This design comes from an exercise in tuning for small area, a short achievable clock period and few clock cycles on the open sky130 flow, not from production work. Function was checked by simulation only, so behaviour that the tests miss may differ from the original. Power and IR drop assume default switching activity.

==> trial 47: inputs <==
==> flow/design.v (excerpt) <==
module box_blur_engine (
    input  wire        clk,
    input  wire        rst,
    input  wire        reg_wr,
    input  wire [2:0]  reg_addr,
    input  wire [31:0] reg_wdata,
    output reg  [31:0] reg_rdata,
    output reg         mem_req,
    output reg         mem_we,
    output reg  [15:0] mem_addr,
    output reg  [7:0]  mem_wdata,
    input  wire        mem_ack,
    input  wire [7:0]  mem_rdata,
    output reg         snap_req,
    output reg         snap_we,
    output reg  [13:0] snap_addr,
    output reg  [7:0]  snap_wdata,
    input  wire        snap_ack,
    input  wire [7:0]  snap_rdata
);
export LEC_CHECK = 0
export CAP_MARGIN = 20
export CORE_MARGIN = 2
export CORE_UTILIZATION = 40
export SLEW_MARGIN = 20
create_clock -name core_clock -period 13.0 [get_ports {clk}]
run.sh (not shown) runs the stock make flow with config.mk's settings and CLKGATE_MAP_FILE= SYNTH_SCRIPT=/design/flow/synth_recipe.tcl, a recipe that flattens the netlist after the stock synthesis.
==> inputs of trial 55, as changes to trial 47 <==
--- a/flow/design.v
+++ b/flow/design.v
@@ -53,15 +53,17 @@
     wire [3:0] q_err =
         !(c_blur | c_bright | c_con | c_gray)                            ? 4'd1 :
         (width[31] | height[31] |
          (c_blur & ((width == 32'd0) | (height == 32'd0))))              ? 4'd2 :
         (c_blur & param[31])                                             ? 4'd3 :
         ((c_bright | c_con) & (&param[30:23]))                           ? 4'd4 : 4'd0;
-    reg  signed [33:0] P;       
-    reg  [4:0]  mi;             
-    wire [31:0] acc_n = {1'b0, P[29:0], 1'b0} + (height[mi] ? {1'b0, width[30:0]} : 32'd0);
+    reg  signed [33:0] P;
+    reg         mul_init, mul_run, mul_ovf;    
+    wire [4:0]  mi_start = (height[30:5] == 26'd0) ? 5'd4 : 5'd30;
+    wire [4:0]  mi_wr    = (reg_wdata[30:5] == 26'd0) ? 5'd4 : 5'd30;
+    wire [31:0] acc_n = {1'b0, P[29:0], 1'b0} + (height[bx[4:0]] ? {1'b0, width[30:0]} : 32'd0);
     wire        len_ok   = (buf_len[1:0] == 2'b00) && (P[29:0] == buf_len[31:2]);
     wire [17:0] bsum     = {1'b0, buf_base[16:0]} + {1'b0, buf_len[16:0]};
     wire        buf_bad  = (|buf_base[31:17]) | (|buf_len[31:17]) | (bsum > 18'd65536);
     wire        snap_bad = op_blur & (buf_len[16:0] > 17'd16384);
     reg  [15:0] moff;
     wire [15:0] maddr = buf_base[15:0] + moff;
@@ -70,13 +72,12 @@
     wire        sat   = !op_gray && (f_exp >= 8'd135);
     wire [4:0]  sh    = op_gray ? 5'd4 : (f_exp >= 8'd118) ? (5'd6 - f_exp[4:0]) : 5'd16;
     reg  [8:0]  c_e;            
     reg  [1:0]  mac_ch;
     reg         mac_en;
     reg         pcomp;
-    reg  [7:0]  res;            
     wire [8:0]  c_pos  = op_con ? {mem_rdata[7], mem_rdata[7], mem_rdata[6:0]} ^ 9'h180
                                 : {1'b0, mem_rdata};
     wire [8:0]  c_op   = (param[31] & !op_gray) ? (~c_pos + 9'd1) : c_pos;
     reg  [23:0] m_sel;
     always @* begin
         if (op_gray) begin
@@ -116,13 +117,13 @@
     reg  [1:0]  rd_ch;          
     reg  [2:0]  oc;             
     reg         slot;           
     reg         hv;             
     wire        rd_more = (rd_off < buf_len[16:0]);
     wire [2:0]  oc_n    = oc + {2'd0, (mem_req & mem_ack & !mem_we)} - {2'd0, (mem_req & mem_ack & mem_we)};
-    wire [7:0]  wsel    = (op_gray && wr_off[1:0] != 2'd0) ? res : post_out;
+    wire [7:0]  wsel    = (op_gray && wr_off[1:0] != 2'd0) ? d_q[7:0] : post_out;
     wire [16:0] rd_nxt  = rd_off + ((rd_off[1:0] == 2'd2) ? 17'd2 : 17'd1);
     wire [15:0] wr_nxt  = wr_off + ((wr_off[1:0] == 2'd2) ? 16'd2 : 16'd1);
     wire [11:0] rc_c   = (|param[30:12]) ? 12'hfff : param[11:0];  
     wire [12:0] hm1_c  = height[12:0] - 13'd1;
     reg  [11:0] rc;             
     reg         fast;           
@@ -135,25 +136,21 @@
     reg  [15:0] prow;           
     reg  [13:0] row_y0;         
     reg  [12:0] ba;             
     reg  [1:0]  ras;            
     reg  [2:0]  rap;            
     reg  [15:0] outp;           
-    reg  [19:0] S;
     reg  [10:0] C;
-    reg  [12:0] N;
     reg  [10:0] dl0, dl1, dl2, dl3, dl4, dl5, dl6;
     reg         subm;           
     reg         rstart;         
     reg  [2:0]  p_left;         
-    reg  [15:0] pix_a;          
     reg         p_first;        
     reg  [12:0] s_left;         
     reg         s_first;        
     reg         sv_left;        
-    reg  [7:0]  hb;             
     wire [15:0] w4   = {2'b00, width[11:0], 2'b00};
     wire [12:0] cu1  = cu + 13'd1;
     wire        cu1_in  = (cu < wm1);
     wire        cu1_rs  = (cu < {1'b0, rc});
     wire        bx_ge   = ({1'b0, bx} >= {1'b0, rc});           
     wire        by_ge   = ({1'b0, by} >= {1'b0, rc});
@@ -179,29 +176,28 @@
     wire        s_ack   = snap_req && snap_ack && !snap_we;
     wire        p_free  = !mem_req || mem_ack;
     wire        s_free  = !snap_req || snap_ack;
     wire        cap     = in_bl && p_ack && p_first;             
     wire [19:0] xp      = (in_bl && p_ack) ? {12'd0, mem_rdata} : 20'd0;
     wire [19:0] xs      = (in_bl && s_ack) ? (subm ? (20'd0 - {12'd0, snap_rdata}) : {12'd0, snap_rdata}) : 20'd0;
-    wire [19:0] S_fin   = S + xp + xs;
-    wire [19:0] S_tap   = S - ((fast && bx_ge) ? {9'd0, tapn} : 20'd0);
+    wire [19:0] S_fin   = P[19:0] + xp + xs;
+    wire [19:0] S_tap   = P[19:0] - ((fast && bx_ge) ? {9'd0, tapn} : 20'd0);
     wire [19:0] S_nxt   = S_tap + xp + xs;
     wire [10:0] C_fin   = C + xp[10:0] + xs[10:0];
     wire        col_done = in_bl && (p_left == 3'd0) && !(mem_req && !mem_we && !mem_ack)
                            && (s_left == 13'd0) && !sv_left && s_free;
-    wire [12:0] N_pl    = N + ba;
-    wire [12:0] N_mi    = N - ba;
-    wire [12:0] N_fin   = col_done ? (subm ? N_mi : N_pl) : N;
+    wire [12:0] N_pl    = P[32:20] + ba;
+    wire [12:0] N_mi    = P[32:20] - ba;
+    wire [12:0] N_fin   = col_done ? (subm ? N_mi : N_pl) : P[32:20];
     wire        more    = subm ? (cu <= wm1) : (rstart && cu1_rs && cu1_in);
     wire        step_end = (state == S_BHO) || (col_done && !more);
     reg         d_busy, d_done;
     reg  [1:0]  d_cnt;
     reg  [11:0] d_rem;
     reg  [8:0]  d_q;
     reg  [12:0] d_div;
-    reg  [15:0] d_off;
     reg  [11:0] dr [0:3];
     reg  [8:0]  dq [0:3];
     reg  [13:0] dt;
     integer k;
     always @* begin
         dr[0] = d_rem;
@@ -239,25 +235,26 @@
     end
     wire [13:0] colp_n  = pst ? pass_p : adv ? colp4 : colp;
     wire [15:0] colq_n  = pst ? pass_q : adv ? colq4 : colq;
     wire [2:0]  p_cnt   = !fast ? 3'd0 : (pst && row_chg) ? rap_n : rap;
     wire [12:0] s_cnt   = fast ? {11'd0, (pst && row_chg) ? ras_n : ras} : (pst && row_chg) ? ba_n : ba;
     wire [2:0]  p_left_e  = nc ? p_cnt : p_left;
-    wire [15:0] pix_e     = nc ? colq_n : pix_a;
+    wire [15:0] pix_e     = nc ? colq_n : rd_off[15:0];
     wire [12:0] s_left_e  = nc ? s_cnt : s_left;
     wire        sv_e      = nc ? fast : sv_left;
     wire        s_first_e = nc | s_first;
     wire        hv_e      = hv && !nc;
     wire [13:0] s_base    = nc ? colp_n : (subm ? colsub : colp);
     wire [13:0] s_addr_e  = s_first_e ? s_base : (snap_addr + w4[13:0]);
     wire        s_rd_go   = (s_left_e != 13'd0) && !(nc && nc_sub);
     wire        s_sv_go   = (s_left_e == 13'd0) && sv_e && (hv_e || cap);
     task finish(input [3:0] code);
         begin
             busy     <= 1'b0;
             done     <= 1'b1;
+            mul_init <= 1'b1;
             err      <= code;
             state    <= S_IDLE;
             mem_req  <= 1'b0;
             snap_req <= 1'b0;
         end
     endtask
@@ -270,31 +267,49 @@
     always @(posedge clk) begin
         mac_en <= 1'b0;
         pcomp  <= mac_en && (mac_ch == 2'd2);
         if (mac_en)
             P <= mac_base + mac_prod;
         if (pcomp)
-            res <= post_out;
+            d_q[7:0] <= post_out;
         if (rst) begin
             buf_base   <= 32'd0;
             buf_len    <= 32'd0;
             width      <= 32'd0;
             height     <= 32'd0;
             param      <= 32'd0;
             busy       <= 1'b0;
             done       <= 1'b0;
             ovr        <= 1'b0;
             err        <= 4'd0;
             state      <= S_IDLE;
+            mul_init   <= 1'b1;
+            mul_run    <= 1'b0;
             mem_req    <= 1'b0;
             mem_we     <= 1'b0;
             snap_req   <= 1'b0;
             snap_we    <= 1'b0;
             d_busy     <= 1'b0;
             d_done     <= 1'b0;
         end else begin
+            if (mul_init) begin
+                P        <= 34'sd0;
+                bx[4:0]  <= mi_start;
+                mul_run  <= 1'b1;
+                mul_ovf  <= 1'b0;
+                mul_init <= 1'b0;
+            end else if (mul_run && (state == S_IDLE || state == S_MUL)) begin
+                P       <= {2'b00, acc_n};
+                bx[4:0] <= bx[4:0] - 5'd1;
+                if (acc_n[31:30] != 2'b00) begin
+                    mul_ovf <= 1'b1;
+                    mul_run <= 1'b0;
+                end else if (bx[4:0] == 5'd0) begin
+                    mul_run <= 1'b0;
+                end
+            end
             if (reg_wr) begin
                 if (reg_addr == 3'd1) begin
                     if (reg_wdata[2])
                         ovr <= 1'b0;
                 end else if (busy) begin
                     ovr <= 1'b1;
@@ -303,21 +318,29 @@
                         3'd0: begin
                             op   <= op_new;
                             done <= (q_err != 4'd0);
                             err  <= q_err;
                             if (q_err == 4'd0) begin
                                 busy  <= 1'b1;
-                                state <= S_MUL;
-                                P     <= 34'sd0;
-                                mi    <= (height[30:5] == 26'd0) ? 5'd4 : 5'd30;
+                                state <= (mul_run || mul_init) ? S_MUL : S_CHK;
                             end
                         end
                         3'd2: buf_base <= reg_wdata;
                         3'd3: buf_len  <= reg_wdata;
                         3'd4: width    <= reg_wdata;
                         3'd5: height   <= reg_wdata;
+                        default: ;
+                    endcase
+                    if (reg_addr == 3'd4 || reg_addr == 3'd5) begin
+                        P        <= 34'sd0;
+                        bx[4:0]  <= (reg_addr == 3'd5) ? mi_wr : mi_start;
+                        mul_run  <= 1'b1;
+                        mul_ovf  <= 1'b0;
+                        mul_init <= 1'b0;
+                    end
+                    case (reg_addr)
                         3'd6: param    <= reg_wdata;
                         default: ;
                     endcase
                 end
             end
             if (d_busy) begin
@@ -331,28 +354,24 @@
             end
             if (state == S_BRD || state == S_BHO || state == S_BFIN) begin
                 if (p_free) begin
                     if (wr_pend) begin
                         mem_req   <= 1'b1;
                         mem_we    <= 1'b1;
-                        mem_addr  <= d_off;
+                        mem_addr  <= wr_off;
                         mem_wdata <= d_last ? dq[3][7:0] : d_q[7:0];
                         d_done    <= 1'b0;
                     end else begin
                         mem_req <= 1'b0;
                     end
                 end
             end
             case (state)
                 S_IDLE: ;
                 S_MUL: begin
-                    P  <= {2'b00, acc_n};
-                    mi <= mi - 5'd1;
-                    if (acc_n[31:30] != 2'b00)
-                        finish(4'd5);
-                    else if (mi == 5'd0)
+                    if (!mul_run && !mul_init)
                         state <= S_CHK;
                 end
                 S_CHK: begin
                     rd_off <= 17'd0;
                     wr_off <= 16'd0;
                     oc     <= 3'd0;
@@ -366,27 +385,27 @@
                     colq   <= buf_base[15:0];
                     prow   <= buf_base[15:0];
                     outp   <= buf_base[15:0];
                     row_y0 <= 14'd0;
                     rstart <= 1'b1;
                     subm   <= 1'b0;
-                    S      <= 20'd0;
+                    P[19:0]      <= 20'd0;
                     C      <= 11'd0;
-                    N      <= 13'd0;
+                    P[32:20]      <= 13'd0;
                     rc     <= rc_c;
                     fast   <= (param[30:2] == 29'd0);
                     wm1    <= width[12:0] - 13'd1;
                     hm1    <= hm1_c;
                     ba     <= (hm1_c < {1'b0, rc_c}) ? height[12:0] : ({1'b0, rc_c} + 13'd1);
                     ras    <= 2'd0;
                     rap    <= (hm1_c < {1'b0, rc_c}) ? height[2:0] : ({1'b0, rc_c[1:0]} + 3'd1);
                     p_left <= 3'd0;
                     p_first <= 1'b1;
                     s_first <= 1'b1;
                     sv_left <= 1'b0;
-                    if (!len_ok)
+                    if (mul_ovf || !len_ok)
                         finish(4'd5);
                     else if (buf_bad)
                         finish(4'd6);
                     else if (snap_bad)
                         finish(4'd7);
                     else if (buf_len[16:0] == 17'd0)
@@ -394,13 +413,13 @@
                     else if (op_blur) begin
                         if (param[30:0] == 31'd0 || (width[12:0] == 13'd1 && height[12:0] == 13'd1))
                             finish(4'd0);
                         else if (param[30:2] == 29'd0) begin
                             state   <= S_BRD;
                             p_left  <= (hm1_c < {1'b0, rc_c}) ? height[2:0] : ({1'b0, rc_c[1:0]} + 3'd1);
-                            pix_a   <= buf_base[15:0];
+                            rd_off[15:0]   <= buf_base[15:0];
                             s_left  <= 13'd0;
                             sv_left <= 1'b1;
                         end else begin
                             state    <= S_CP;
                             mem_req  <= 1'b1;
                             mem_we   <= 1'b0;
@@ -430,13 +449,13 @@
                                 rd_ch    <= rd_off[1:0];
                                 rd_off   <= rd_nxt;
                             end else begin
                                 mem_req <= 1'b0;
                             end
                         end else begin
-                            if ((op_gray ? (oc_n > 3'd3) : (oc_n > 3'd1)) || (!rd_more && oc_n != 3'd0)) begin
+                            if ((op_gray ? (oc_n > 3'd3) : (oc_n > 3'd1)) || (!rd_more && oc_n != 3'd0 && !(mem_req && !mem_we) && !mac_en)) begin
                                 mem_req   <= 1'b1;
                                 mem_we    <= 1'b1;
                                 mem_addr  <= maddr;
                                 mem_wdata <= wsel;
                                 wr_off    <= wr_nxt;
                             end else begin
@@ -446,19 +465,19 @@
                     end
                 end
                 S_CP: begin
                     if (snap_req && !snap_ack) begin
                         if (mem_req && mem_ack) begin
                             hv <= 1'b1;
-                            hb <= mem_rdata;
+                            c_e[7:0] <= mem_rdata;
                         end
                     end else if (hv || (mem_req && mem_ack)) begin
                         snap_req   <= 1'b1;
                         snap_we    <= 1'b1;
                         snap_addr  <= wr_off[13:0];
-                        snap_wdata <= hv ? hb : mem_rdata;
+                        snap_wdata <= hv ? c_e[7:0] : mem_rdata;
                         wr_off     <= wr_nxt;
                         hv         <= 1'b0;
                     end else begin
                         snap_req <= 1'b0;
                     end
                     if (p_free) begin
@@ -474,18 +493,18 @@
                         state  <= S_BRD;
                         s_left <= ba;
                     end
                 end
                 S_BRD, S_BHO: begin
                     if (in_bl && (p_ack || s_ack)) begin
-                        S <= S_fin;
+                        P[19:0] <= S_fin;
                         C <= C_fin;
                     end
-                    N <= N_fin;
+                    P[32:20] <= N_fin;
                     if (cap) begin
-                        hb      <= mem_rdata;
+                        c_e[7:0]      <= mem_rdata;
                         hv      <= 1'b1;
                         p_first <= 1'b0;
                     end
                     if (col_done && more && !subm) begin
                         if (fast) begin
                             dl0 <= C_fin;
@@ -497,13 +516,13 @@
                         if (!handoff) begin
                             state <= S_BHO;
                         end else begin
                             d_rem  <= {1'b0, S_fin[19:9]};
                             d_q    <= S_fin[8:0];
                             d_div  <= N_fin;
-                            d_off  <= outp;
+                            wr_off  <= outp;
                             d_cnt  <= 2'd0;
                             d_busy <= 1'b1;
                             d_done <= 1'b0;
                             if (fast) begin
                                 dl0 <= in_bl ? C_fin : C;
                                 dl1 <= dl0; dl2 <= dl1; dl3 <= dl2;
@@ -512,21 +531,21 @@
                             rstart <= 1'b0;
                             state  <= nc ? S_BRD : S_BHO;
                             if (!last_x) begin
                                 bx   <= bx + 12'd1;
                                 outp <= outp + 16'd4;
                                 if (fast) begin
-                                    S <= S_nxt;
-                                    N <= !bx_ge ? N_fin : (col_done ? N : N_mi);
+                                    P[19:0] <= S_nxt;
+                                    P[32:20] <= !bx_ge ? N_fin : (col_done ? P[32:20] : N_mi);
                                 end else begin
-                                    S <= S_fin;
+                                    P[19:0] <= S_fin;
                                 end
                             end else if (!last_p) begin
                                 bx     <= 12'd0;
-                                S      <= 20'd0;
-                                N      <= 13'd0;
+                                P[19:0]      <= 20'd0;
+                                P[32:20]      <= 13'd0;
                                 rstart <= 1'b1;
                                 bch    <= bch_n;
                                 outp   <= pass_q;
                                 prow   <= prow_n;
                                 row_y0 <= row_y0n;
                                 if (row_chg) begin
@@ -554,21 +573,21 @@
                     end
                     if (p_free && !wr_pend) begin
                         if (p_left_e != 3'd0) begin
                             mem_req  <= 1'b1;
                             mem_we   <= 1'b0;
                             mem_addr <= pix_e;
-                            pix_a    <= pix_e + w4;
+                            rd_off[15:0]    <= pix_e + w4;
                             p_left   <= p_left_e - 3'd1;
                         end else begin
                             mem_req <= 1'b0;
                             p_left  <= p_left_e;
                         end
                     end else begin
                         p_left <= p_left_e;
-                        pix_a  <= pix_e;
+                        rd_off[15:0]  <= pix_e;
                     end
                     if (s_free) begin
                         if (s_rd_go) begin
                             snap_req  <= 1'b1;
                             snap_we   <= 1'b0;
                             snap_addr <= s_addr_e;
@@ -576,13 +595,13 @@
                             s_first   <= 1'b0;
                             sv_left   <= sv_e;
                         end else if (s_sv_go) begin
                             snap_req   <= 1'b1;
                             snap_we    <= 1'b1;
                             snap_addr  <= s_addr_e;
-                            snap_wdata <= hv_e ? hb : mem_rdata;
+                            snap_wdata <= hv_e ? c_e[7:0] : mem_rdata;
                             s_left     <= s_left_e;
                             s_first    <= 1'b0;
                             sv_left    <= 1'b0;
                         end else begin
                             snap_req <= 1'b0;
                             s_left   <= s_left_e;
- SETUP_SLACK_MARGIN: default -> 5
==> run summary <==
                                                              trial 47       trial 55
Run status                            no timing/DRC/antenna violations  no timing/DRC/antenna violations
Minimum setup slack in the final design                       3.896 ns       5.103 ns
Area of all sequential standard cells                     18,930 sq um   16,470 sq um
Core Footprint                                           153,500 sq um  151,900 sq um
Global-route usage over all layers                              0.2894         0.3146
Post-synthesis mux area share                                  0.05563        0.05443
Vias in the first global route                                  52,691         55,333
Final standard cell area without fillers                  68,860 sq um   68,330 sq um
Gate power share                                                 0.124          0.254
Worst path depth                                                    38              7
Sequential cell area fraction in the yosys report               0.3069         0.2691
Diodes inserted                                                      9              6
Filler instances                                                14,986         14,940
First-pass GRT wire length                                  344,900 um     369,700 um
Routability congestion estimate                                 0.9737          1.008
Post-layout power                                           0.005847 W     0.006177 W
Transition time at the pin with the least slew margin         1.113 ns       1.216 ns
Number of multi-input combinational cells in the layout          5,461          5,788
Maximum fanout encountered on the critical timing path              23             44
Testbench counts of trial 47, summed over its fixed seeds: cycles 104,857.
Testbench counts of trial 55, summed over its fixed seeds: cycles 104,281.

-- re-timing with driven ports --
In the flow no input, the clock included, has a driving cell. The finished layouts below were timed again as built, in two steps. Step 1 (the two cells are an assumption about what drives the block):
set clk [get_ports {clk}]
set_driving_cell -lib_cell sky130_fd_sc_hd__clkbuf_16 $clk
set_driving_cell -lib_cell sky130_fd_sc_hd__buf_2 [delete_from_list [all_inputs] $clk]
Step 2 also shifts input and output timing later by t, the mid clock arrival at the registers, as if the neighbouring blocks saw the same clock. Slacks: ideal ports / drivers / drivers and shift; pairs: ideal ports / drivers.
run | t, ns | slack for setup (ns) | worst setup path at the end | slew at the worst register clock pin (ns) | pins driven straight from the clock port
trial 47 | 0.782 | 3.896 / 3.896 / 3.749 | input to register | 0.07 / 0.07 | 1
trial 55 | 0.782 | 5.103 / 5.074 / 4.438 | input to register | 0.07 / 0.07 | 1
After both steps every run listed still meets setup and hold. For trial 55, which loses most, drivers alone change the setup slack by -0.029 ns; drivers and shift together by -0.665 ns.
